What follows belongs to an exercise in optimizing a design on an open flow for small area, a short achievable clock period and few clock cycles; a production flow would make more cautious choices.
In this exercise RTL edits were held to simulation tests only and were not proved equivalent to the original.

==> build 13 <==
Design muisti_core, start of the top module:
module muisti_core #(
    parameter integer  CAP            = 64,     
    parameter integer  REG_CAP        = 8,      
    parameter integer  Q_CAP          = 8,      
    parameter [31:0]   TIMEOUT        = 32'd5000,
    parameter [31:0]   FLUSH_INTERVAL = 32'd1000
) (
    input  wire        clk,
    input  wire        rst,
    input  wire        cmd_valid,
    output wire        cmd_ready,
    input  wire [9:0]  cmd,
    input  wire [31:0] now,
    output wire        ev_valid,
    output wire [1:0]  ev_kind,        
    output wire [7:0]  ev_code,        
    output wire [95:0] ev_tag,         
    output wire [7:0]  ev_ant,
    output wire [31:0] ev_strength,    
    output wire        stop_ack_valid,
    output wire        stop_ack_ok,
    output wire        assembling
);
Settings: LEC_CHECK=0, ABC_CLOCK_PERIOD_IN_PS=3500, CAP_MARGIN=20, CORE_MARGIN=2, CORE_UTILIZATION=55, CTS_CLUSTER_DIAMETER=100, CTS_CLUSTER_SIZE=30, PLACE_DENSITY=0.7, SETUP_SLACK_MARGIN=5, SLEW_MARGIN=20; clock period 10.0 ns.
run.sh (not shown) runs the stock make flow with config.mk's settings and CLKGATE_MAP_FILE= SYNTH_SCRIPT=/design/flow/synth_recipe.tcl, a recipe that flattens the netlist after the stock synthesis.
==> build 60 (differences from build 13) <==
--- a/flow/design.v
+++ b/flow/design.v
@@ -24,26 +24,32 @@
     localparam [7:0] S0 = 8'hA5, S1 = 8'h5A, E0 = 8'h0D, E1 = 8'h0A;
     localparam [7:0] OP_TAG_SEEN = 8'h83, OP_STOP_ACK = 8'h8D;
     localparam [3:0] W_ASM_OVERFLOW = 4'd1, W_ASM_RESYNC = 4'd2,
                      W_REJ_LENGTH = 4'd5, W_REJ_CHECKSUM = 4'd6,
                      W_REG_FULL = 4'd7, W_QUEUE_FULL = 4'd8;
     localparam [1:0] EV_WARN = 2'd0, EV_SEEN = 2'd1, EV_GONE = 2'd2;
     integer i, k;
-    function ge32(input [31:0] a, input [31:0] b);
-        reg [31:0] gt, eq;
+    function [31:0] sub32(input [31:0] a, input [31:0] b);
+        reg [31:0] p, g, gp, pp, gn, pn;
         integer l, m;
         begin
-            gt = a & ~b;
-            eq = ~(a ^ b);
-            for (l = 1; l < 32; l = l * 2)
-                for (m = 0; m < 32; m = m + 2 * l) begin
-                    gt[m] = gt[m+l] | (eq[m+l] & gt[m]);
-                    eq[m] = eq[m+l] & eq[m];
+            p  = a ^ ~b;
+            g  = a & ~b;
+            gp = g;
+            pp = p;
+            gp[0] = g[0] | p[0];                 
+            for (l = 1; l < 32; l = l * 2) begin
+                gn = gp; pn = pp;
+                for (m = l; m < 32; m = m + 1) begin
+                    gn[m] = gp[m] | (pp[m] & gp[m-l]);
+                    pn[m] = pp[m] & pp[m-l];
                 end
-            ge32 = gt[0] | eq[0];
+                gp = gn; pp = pn;
+            end
+            sub32 = p ^ {gp[30:0], 1'b1};
         end
     endfunction
     function [7:0] dec8(input [2:0] x);
         dec8 = 8'd1 << x;
     endfunction
     reg          st_idle, st_fin, st_ev2, st_chk;
     reg [6:0]    cursor;       
@@ -69,23 +75,20 @@
     reg [7:0]    q_ant [0:7];
     reg [16:0]   q_str [0:7];
     reg [3:0]    q_len;
     reg          pw_v;
     reg [7:0]    pw_r_oh, pw_q_oh;    
     reg          pw_r_new, pw_q_new;  
     reg [7:0]    sp_oh;
-    reg [7:0]    rs_oh, qs_oh;
     reg [3:0]    sc_cnt;
     reg [7:0]    r_hit, q_hit;    
-    reg [3:0]    dp, pa, wr, gw, gr;
+    reg [3:0]    dp, pa, wr, ne, gw, gr;
     reg          sb_v;            
     reg [2:0]    sb_slot;
     reg [31:0]   sb_seen;
-    reg [31:0]   win_lo;          
-    reg          win_wrap;        
     reg [2:0]    gq [0:7];        
     reg          ev_v;
     reg [1:0]    ev_k;
     reg [3:0]    ev_c;
     reg [95:0]   ev_tag_q;
     reg [7:0]    ev_ant_q;
     reg [16:0]   ev_str_q;
@@ -110,21 +113,16 @@
     wire cur_ovf  = cursor[6];
     wire w_start  = do_byte && is_start;
     wire w_end    = do_byte && !is_start && is_end && !cur_ovf;
     wire w_endovf = do_byte && !is_start && is_end && cur_ovf;
     wire w_acc    = do_byte && !is_start && !is_end && asm_q && !cur_ovf;
     wire w_accovf = do_byte && !is_start && !is_end && asm_q && cur_ovf;
     wire wr_cur   = w_acc || w_end;           
-    reg         lf_pend;
-    reg  [31:0] lf_end;
-    reg         lf_wrap;
-    wire        now_ge_lf = ge32(now, last_flush);
-    wire        now_le_e  = ge32(lf_end, now);
-    wire        in_flush  = lf_wrap ? (now_ge_lf || now_le_e) : (now_ge_lf && now_le_e);
-    wire        fire      = do_check && !in_flush;
+    wire [31:0] flush_age = sub32(now, last_flush);
+    wire        fire      = do_check && (flush_age >= FLUSH_INTERVAL);
     wire        dl_big   = (b2 != 8'h00) || b3[7];    
     wire [6:0]  dl7      = b3[6:0];
     wire [7:0]  cur_p3   = {1'b0, cursor} + 8'd3;
     wire        cur_lt   = dl_big || ({1'b0, dl7} > cur_p3);    
     wire        cur_eq   = !dl_big && ({1'b0, dl7} == cur_p3);  
     wire        c61_lt   = dl_big || (dl7 > 7'd64);             
     wire        c61_eq   = !dl_big && (dl7 == 7'd64);           
@@ -146,23 +144,25 @@
         endcase
     end
     wire        ck_ok    = (xv == ck_byte);
     wire        key_wr   = wr_cur && (((cursor >= 7'd7) && (cursor <= 7'd18)) || cursor == 7'd21);
     wire        ant_wr   = wr_cur && (cursor == 7'd21);
     wire [95:0] key_tag  = {kb[7], kb[8], kb[9], kb[10], kb[11], kb[12],
                             kb[13], kb[14], kb[15], kb[16], kb[17], kb[18]};
+    wire [7:0]  key_ant  = ant_wr ? b : kb[21];
     wire [15:0] rssi     = {kb[19], kb[20]};
     wire [16:0] str5     = (rssi == 16'd0) ? 17'd800 : ({1'b0, rssi} - 17'd64736);
     wire        draining = dp < q_len;
     wire        g_has    = (gr != gw);
     wire        show_q   = st_chk && draining;
     wire        show_g   = st_chk && !draining && g_has;
+    wire [7:0]  gq_oh    = dec8(gq[gr[2:0]]);
     wire [7:0]  sb_oh    = dec8(sb_slot);
-    wire [7:0]  r_sel    = rs_oh;
-    wire [7:0]  q_sel    = qs_oh;
+    wire [7:0]  r_sel    = st_chk ? (draining ? 8'd0 : (g_has ? gq_oh : sb_oh)) : sp_oh;
+    wire [7:0]  q_sel    = st_chk ? (draining ? dec8(dp[2:0]) : 8'd0) : sp_oh;
     reg  [95:0] r_tag_rd, q_tag_rd;
     reg  [7:0]  r_ant_rd, q_ant_rd;
     reg  [16:0] q_str_rd;
     always @(*) begin
         r_tag_rd = 96'd0; r_ant_rd = 8'd0;
         q_tag_rd = 96'd0; q_ant_rd = 8'd0; q_str_rd = 17'd0;
         for (k = 0; k < 8; k = k + 1) begin
@@ -170,21 +170,17 @@
             r_ant_rd = r_ant_rd | (r_ant[k] & {8{r_sel[k]}});
             q_tag_rd = q_tag_rd | (q_tag[k] & {96{q_sel[k]}});
             q_ant_rd = q_ant_rd | (q_ant[k] & {8{q_sel[k]}});
             q_str_rd = q_str_rd | (q_str[k] & {17{q_sel[k]}});
         end
     end
     wire [7:0]  q_vm     = ~(8'hFF << q_len);        
-    wire        r_tag_eq = |(sp_oh & r_valid) && (r_tag_rd == key_tag);
-    wire        q_tag_eq = |(sp_oh & q_vm)    && (q_tag_rd == key_tag);
-    wire        r_cmp    = r_tag_eq && (r_ant_rd == kb[21]);
-    wire        q_cmp    = q_tag_eq && (q_ant_rd == kb[21]);
-    wire        r_cmp_b  = r_tag_eq && (r_ant_rd == b);
-    wire        q_cmp_b  = q_tag_eq && (q_ant_rd == b);
-    wire        arr_chg  = do_reset || do_check || st_chk || pw_v;
+    wire        r_cmp    = |(sp_oh & r_valid) && (r_tag_rd == key_tag) && (r_ant_rd == key_ant);
+    wire        q_cmp    = |(sp_oh & q_vm)    && (q_tag_rd == key_tag) && (q_ant_rd == key_ant);
+    wire        arr_chg  = do_reset || fire || st_chk || pw_v;
     wire        scan_go  = !st_chk && (ant_wr || (!key_wr && !sc_cnt[3]));
     wire        cmp_live = !st_chk && !sc_cnt[3];
     wire [7:0]  r_hit_now = (cmp_live && r_cmp) ? sp_oh : r_hit;
     wire [7:0]  q_hit_now = (cmp_live && q_cmp) ? sp_oh : q_hit;
     wire        scan_done = sc_cnt[3] || (cmp_live && sc_cnt == 4'd7);
     wire        end_ok   = len_ok && ck_ok;
     wire        fast_ok  = (cursor >= 7'd22) && scan_done && !pw_v;
@@ -202,62 +198,38 @@
         free_slot = 3'd0;
         for (k = 7; k >= 0; k = k - 1)
             if (!r_valid[k]) free_slot = k[2:0];
     end
     wire [7:0]  free_oh  = dec8(free_slot);
     wire [7:0]  qapp_oh  = dec8(q_len[2:0]);
     wire        sa_go    = st_chk && (pa < r_len);
-    wire        sa_spec  = st_idle && (r_len != 4'd0) && !pw_v;
-    wire [2:0]  sa_slot  = r_ord[st_idle ? 3'd0 : pa[2:0]];
+    wire [2:0]  sa_slot  = r_ord[pa[2:0]];
     wire [7:0]  sa_oh    = dec8(sa_slot);
     reg  [31:0] sa_seen;
     always @(*) begin
         sa_seen = 32'd0;
         for (k = 0; k < 8; k = k + 1)
             sa_seen = sa_seen | (r_seen[k] & {32{sa_oh[k]}});
     end
-    wire        sb_ge_lo = ge32(sb_seen, win_lo);
-    wire        sb_le_hi = ge32(now_q, sb_seen);
-    wire        sb_young = win_wrap ? (sb_ge_lo || sb_le_hi) : (sb_ge_lo && sb_le_hi);
-    wire        sb_exp   = st_chk && sb_v && !sb_young;
-    wire        sb_keep  = st_chk && sb_v && sb_young;
+    wire [31:0] sb_age   = sub32(now_q, sb_seen);
+    wire        sb_exp   = st_chk && sb_v && (sb_age > TIMEOUT);
+    wire        sb_keep  = st_chk && sb_v && !(sb_age > TIMEOUT);
     wire        bypass   = st_chk && !draining && !g_has && sb_exp;
     wire        push     = sb_exp && !bypass;
     wire [3:0]  gw_n     = gw + (push ? 4'd1 : 4'd0);
     wire [3:0]  gr_n     = gr + (show_g ? 4'd1 : 4'd0);
     wire        more_q   = draining && (dp + 4'd1 < q_len);
     wire        chk_end  = st_chk && !sa_go && !more_q && (gw_n == gr_n);
-    wire        sc_restart = arr_chg || commit || (key_wr && !ant_wr) || (ant_wr && !scan_go);
-    wire [7:0]  sp_oh_n  = do_reset ? 8'd1 :
-                           (!sc_restart && (ant_wr || scan_go)) ? {sp_oh[6:0], sp_oh[7]} : sp_oh;
-    wire        st_chk_n = fire || (st_chk && !chk_end);
-    wire [3:0]  dp_n     = dp + (show_q ? 4'd1 : 4'd0);
-    wire        drain_n  = dp_n < q_len;
-    wire [2:0]  gq_head_n = (push && gw[2:0] == gr_n[2:0]) ? sb_slot : gq[gr_n[2:0]];
-    wire        g_has_n  = gr_n != gw_n;
-    wire [2:0]  sb_slot_n = sa_go ? sa_slot : sb_slot;
-    wire        q_some   = (q_len != 4'd0);
-    wire [7:0]  qs_chk   = st_idle ? {7'd0, q_some} :
-                           (drain_n ? dec8(dp_n[2:0]) : 8'd0);
-    wire [7:0]  rs_chk   = st_idle ? (q_some ? 8'd0 : dec8(sa_slot)) :
-                           (drain_n ? 8'd0 : (g_has_n ? dec8(gq_head_n) : dec8(sb_slot_n)));
-    wire [7:0]  qs_oh_n  = do_reset ? 8'd1 : (st_chk_n ? qs_chk : sp_oh_n);
-    wire [7:0]  rs_oh_n  = do_reset ? 8'd1 : (st_chk_n ? rs_chk : sp_oh_n);
+    wire [3:0]  ne_n     = ne + (sb_exp ? 4'd1 : 4'd0);
     always @(posedge clk) begin
-        qs_oh    <= qs_oh_n;
-        rs_oh    <= rs_oh_n;
         ev_v     <= 1'b0;
         ev_tag_q <= r_tag_rd | q_tag_rd;
         ev_ant_q <= r_ant_rd | q_ant_rd;
         ev_str_q <= q_str_rd;
-        if (accept) begin
-            now_q    <= now;
-            win_lo   <= now - TIMEOUT;
-            win_wrap <= (now < TIMEOUT);
-        end
+        if (accept) now_q <= now;
         if (pw_v) begin
             for (k = 0; k < 8; k = k + 1) begin
                 if (pw_r_oh[k]) r_seen[k] <= now_q;
                 if (pw_q_oh[k]) q_str[k]  <= str5;
                 if (pw_r_new && pw_r_oh[k]) begin
                     r_tag[k] <= key_tag;
                     r_ant[k] <= kb[21];
@@ -279,17 +251,14 @@
             p_a5       <= 1'b0;
             p_0d       <= 1'b0;
             for (i = 7; i <= 21; i = i + 1)
                 kb[i] <= 8'h00;
             sa_valid   <= 1'b0;
             sa_ok      <= 1'b0;
             last_flush <= 32'd0;
-            lf_end     <= FLUSH_INTERVAL - 32'd1;
-            lf_wrap    <= 1'b0;
-            lf_pend    <= 1'b0;
             r_valid    <= 8'd0;
             r_len      <= 4'd0;
             q_len      <= 4'd0;
             sc_cnt     <= 4'd0;
             sp_oh      <= 8'd1;
             r_hit      <= 8'd0;
             q_hit      <= 8'd0;
@@ -401,33 +370,27 @@
             if (st_ev2) begin
                 ev_v    <= 1'b1;
                 ev_k    <= EV_WARN;
                 ev_c    <= W_QUEUE_FULL;
                 st_ev2  <= 1'b0;
                 st_idle <= 1'b1;
             end
-            if (lf_pend) begin
-                last_flush <= now_q;
-                lf_end     <= now_q + (FLUSH_INTERVAL - 32'd1);
-                lf_wrap    <= (now_q > ~(FLUSH_INTERVAL - 32'd1));
-            end
-            lf_pend <= fire;
-            if (st_idle) begin
+            if (fire) begin
+                last_flush <= now;
                 dp         <= 4'd0;
-                pa         <= sa_spec ? 4'd1 : 4'd0;
+                pa         <= 4'd0;
                 wr         <= 4'd0;
+                ne         <= 4'd0;
                 gw         <= 4'd0;
                 gr         <= 4'd0;
-                sb_v       <= sa_spec;
-                sb_slot    <= sa_slot;
-                sb_seen    <= sa_seen;
-            end
-            if (fire) begin
-                st_idle <= 1'b0;
-                st_chk  <= 1'b1;
+                sb_v       <= 1'b0;
+                if (q_len != 4'd0 || r_len != 4'd0) begin
+                    st_idle <= 1'b0;
+                    st_chk  <= 1'b1;
+                end
             end
             if (st_chk) begin
                 if (show_q) begin
                     ev_v <= 1'b1;
                     ev_k <= EV_SEEN;
                     dp   <= dp + 4'd1;
                 end else if (show_g || bypass) begin
@@ -439,38 +402,39 @@
                 if (push) gq[gw[2:0]] <= sb_slot;
                 sb_v <= sa_go;
                 if (sa_go) begin
                     pa      <= pa + 4'd1;
                     sb_slot <= sa_slot;
                     sb_seen <= sa_seen;
                 end
+                ne <= ne_n;
                 if (sb_exp) begin
                     for (k = 0; k < 8; k = k + 1)
                         if (sb_oh[k]) r_valid[k] <= 1'b0;
                 end
                 if (sb_keep) begin
                     r_ord[wr[2:0]] <= sb_slot;
                     wr <= wr + 4'd1;
                 end
                 if (chk_end) begin
                     q_len   <= 4'd0;
-                    r_len   <= wr + (sb_keep ? 4'd1 : 4'd0);
+                    r_len   <= r_len - ne_n;
                     st_chk  <= 1'b0;
                     st_idle <= 1'b1;
                 end
             end
             if (arr_chg || commit || (key_wr && !ant_wr) || (ant_wr && !scan_go)) begin
                 sc_cnt  <= 4'd0;
                 r_hit   <= 8'd0;
                 q_hit   <= 8'd0;
             end else if (ant_wr) begin
                 sp_oh   <= {sp_oh[6:0], sp_oh[7]};
                 sc_cnt  <= 4'd1;
-                r_hit   <= r_cmp_b ? sp_oh : 8'd0;
-                q_hit   <= q_cmp_b ? sp_oh : 8'd0;
+                r_hit   <= r_cmp ? sp_oh : 8'd0;
+                q_hit   <= q_cmp ? sp_oh : 8'd0;
             end else if (scan_go) begin
                 sp_oh   <= {sp_oh[6:0], sp_oh[7]};
                 sc_cnt  <= sc_cnt + 4'd1;
                 if (r_cmp) r_hit <= sp_oh;
                 if (q_cmp) q_hit <= sp_oh;
             end
         end
==> flow/config.mk (replaced) <==
export PLATFORM = sky130hd
export DESIGN_NAME = muisti_core
export DESIGN_NICKNAME = muisti_core
export VERILOG_FILES = /design/flow/design.v
export SDC_FILE = /design/flow/constraint.sdc
export NUM_CORES = 4
export LEC_CHECK = 0
export ABC_CLOCK_PERIOD_IN_PS = 4000
export CAP_MARGIN = 20
export CORE_MARGIN = 2
export CORE_UTILIZATION = 55
export PLACE_DENSITY = 0.7
export SETUP_SLACK_MARGIN = 4
export SLEW_MARGIN = 20
==> build 81 (differences from build 13) <==
--- a/flow/design.v
+++ b/flow/design.v
@@ -69,15 +69,14 @@
     reg [7:0]    q_ant [0:7];
     reg [16:0]   q_str [0:7];
     reg [3:0]    q_len;
     reg          pw_v;
     reg [7:0]    pw_r_oh, pw_q_oh;    
     reg          pw_r_new, pw_q_new;  
     reg [7:0]    sp_oh;
-    reg [7:0]    rs_oh, qs_oh;
     reg [3:0]    sc_cnt;
     reg [7:0]    r_hit, q_hit;    
     reg [3:0]    dp, pa, wr, gw, gr;
     reg          sb_v;            
     reg [2:0]    sb_slot;
     reg [31:0]   sb_seen;
     reg [31:0]   win_lo;          
@@ -152,17 +151,18 @@
                             kb[13], kb[14], kb[15], kb[16], kb[17], kb[18]};
     wire [15:0] rssi     = {kb[19], kb[20]};
     wire [16:0] str5     = (rssi == 16'd0) ? 17'd800 : ({1'b0, rssi} - 17'd64736);
     wire        draining = dp < q_len;
     wire        g_has    = (gr != gw);
     wire        show_q   = st_chk && draining;
     wire        show_g   = st_chk && !draining && g_has;
+    wire [7:0]  gq_oh    = dec8(gq[gr[2:0]]);
     wire [7:0]  sb_oh    = dec8(sb_slot);
-    wire [7:0]  r_sel    = rs_oh;
-    wire [7:0]  q_sel    = qs_oh;
+    wire [7:0]  r_sel    = st_chk ? (draining ? 8'd0 : (g_has ? gq_oh : sb_oh)) : sp_oh;
+    wire [7:0]  q_sel    = st_chk ? (draining ? dec8(dp[2:0]) : 8'd0) : sp_oh;
     reg  [95:0] r_tag_rd, q_tag_rd;
     reg  [7:0]  r_ant_rd, q_ant_rd;
     reg  [16:0] q_str_rd;
     always @(*) begin
         r_tag_rd = 96'd0; r_ant_rd = 8'd0;
         q_tag_rd = 96'd0; q_ant_rd = 8'd0; q_str_rd = 17'd0;
         for (k = 0; k < 8; k = k + 1) begin
@@ -222,33 +222,15 @@
     wire        sb_keep  = st_chk && sb_v && sb_young;
     wire        bypass   = st_chk && !draining && !g_has && sb_exp;
     wire        push     = sb_exp && !bypass;
     wire [3:0]  gw_n     = gw + (push ? 4'd1 : 4'd0);
     wire [3:0]  gr_n     = gr + (show_g ? 4'd1 : 4'd0);
     wire        more_q   = draining && (dp + 4'd1 < q_len);
     wire        chk_end  = st_chk && !sa_go && !more_q && (gw_n == gr_n);
-    wire        sc_restart = arr_chg || commit || (key_wr && !ant_wr) || (ant_wr && !scan_go);
-    wire [7:0]  sp_oh_n  = do_reset ? 8'd1 :
-                           (!sc_restart && (ant_wr || scan_go)) ? {sp_oh[6:0], sp_oh[7]} : sp_oh;
-    wire        st_chk_n = fire || (st_chk && !chk_end);
-    wire [3:0]  dp_n     = dp + (show_q ? 4'd1 : 4'd0);
-    wire        drain_n  = dp_n < q_len;
-    wire [2:0]  gq_head_n = (push && gw[2:0] == gr_n[2:0]) ? sb_slot : gq[gr_n[2:0]];
-    wire        g_has_n  = gr_n != gw_n;
-    wire [2:0]  sb_slot_n = sa_go ? sa_slot : sb_slot;
-    wire        q_some   = (q_len != 4'd0);
-    wire [7:0]  qs_chk   = st_idle ? {7'd0, q_some} :
-                           (drain_n ? dec8(dp_n[2:0]) : 8'd0);
-    wire [7:0]  rs_chk   = st_idle ? (q_some ? 8'd0 : dec8(sa_slot)) :
-                           (drain_n ? 8'd0 : (g_has_n ? dec8(gq_head_n) : dec8(sb_slot_n)));
-    wire [7:0]  qs_oh_n  = do_reset ? 8'd1 : (st_chk_n ? qs_chk : sp_oh_n);
-    wire [7:0]  rs_oh_n  = do_reset ? 8'd1 : (st_chk_n ? rs_chk : sp_oh_n);
     always @(posedge clk) begin
-        qs_oh    <= qs_oh_n;
-        rs_oh    <= rs_oh_n;
         ev_v     <= 1'b0;
         ev_tag_q <= r_tag_rd | q_tag_rd;
         ev_ant_q <= r_ant_rd | q_ant_rd;
         ev_str_q <= q_str_rd;
         if (accept) begin
             now_q    <= now;
             win_lo   <= now - TIMEOUT;
==> flow/config.mk (replaced) <==
export PLATFORM = sky130hd
export DESIGN_NAME = muisti_core
export DESIGN_NICKNAME = muisti_core
export VERILOG_FILES = /design/flow/design.v
export SDC_FILE = /design/flow/constraint.sdc
export NUM_CORES = 4
export LEC_CHECK = 0
export ABC_CLOCK_PERIOD_IN_PS = 3500
export CAP_MARGIN = 20
export CORE_MARGIN = 2
export CORE_UTILIZATION = 40
export PLACE_DENSITY = 0.6
export SETUP_SLACK_MARGIN = 5
export SLEW_MARGIN = 20
==> comparison <==
- Against build 13, the via count of build 60 is larger by 17%.
- Hold slack: build 13 is better than build 60 (0.0089 ns).
- Of build 60 and build 13, build 60 has the higher synthesized area (gap 1.7%, measured against build 13).
- Between build 81 and build 13, the lower fmax is in build 81 (gap 6.5%, measured against build 13).
Testbench counts of build 13, summed over its fixed seeds: cycles 37,213.
Testbench counts of build 60, summed over its fixed seeds: cycles 37,305.
Testbench counts of build 81, summed over its fixed seeds: cycles 37,213.

## port drivers added, routing unchanged
The flow's constraints put no driver on any port. The routed layouts listed below were extracted and timed again, unchanged, in two steps.
Step 1: set_driving_cell puts a clkbuf_16 on clk and a buf_2 on each other input, an assumption about the parent block.
Step 2, shift: input delay + t, output delay - t, t = (earliest + latest rising clock arrival at the registers) / 2. This alone moves slack from input paths to output paths.
Three values: ideal, step 1, step 2; two values: the first two.
run	shift t [ns]	setup WS [ns]	clock arrival spread, ns	worst register clock-pin slew, ns
build 13	0.895	4.696 / 4.696 / 3.919	0.059 / 0.059	0.12 / 0.12
build 60	1.044	3.933 / 3.936 / 2.960	0.085 / 0.085	0.07 / 0.07
build 81	1.036	4.329 / 4.329 / 4.085	0.112 / 0.112	0.07 / 0.07
After both steps setup and hold are still met in every run listed. The setup slack of build 60, which loses most, moves by +0.003 ns with the drivers and by -0.973 ns with both steps.
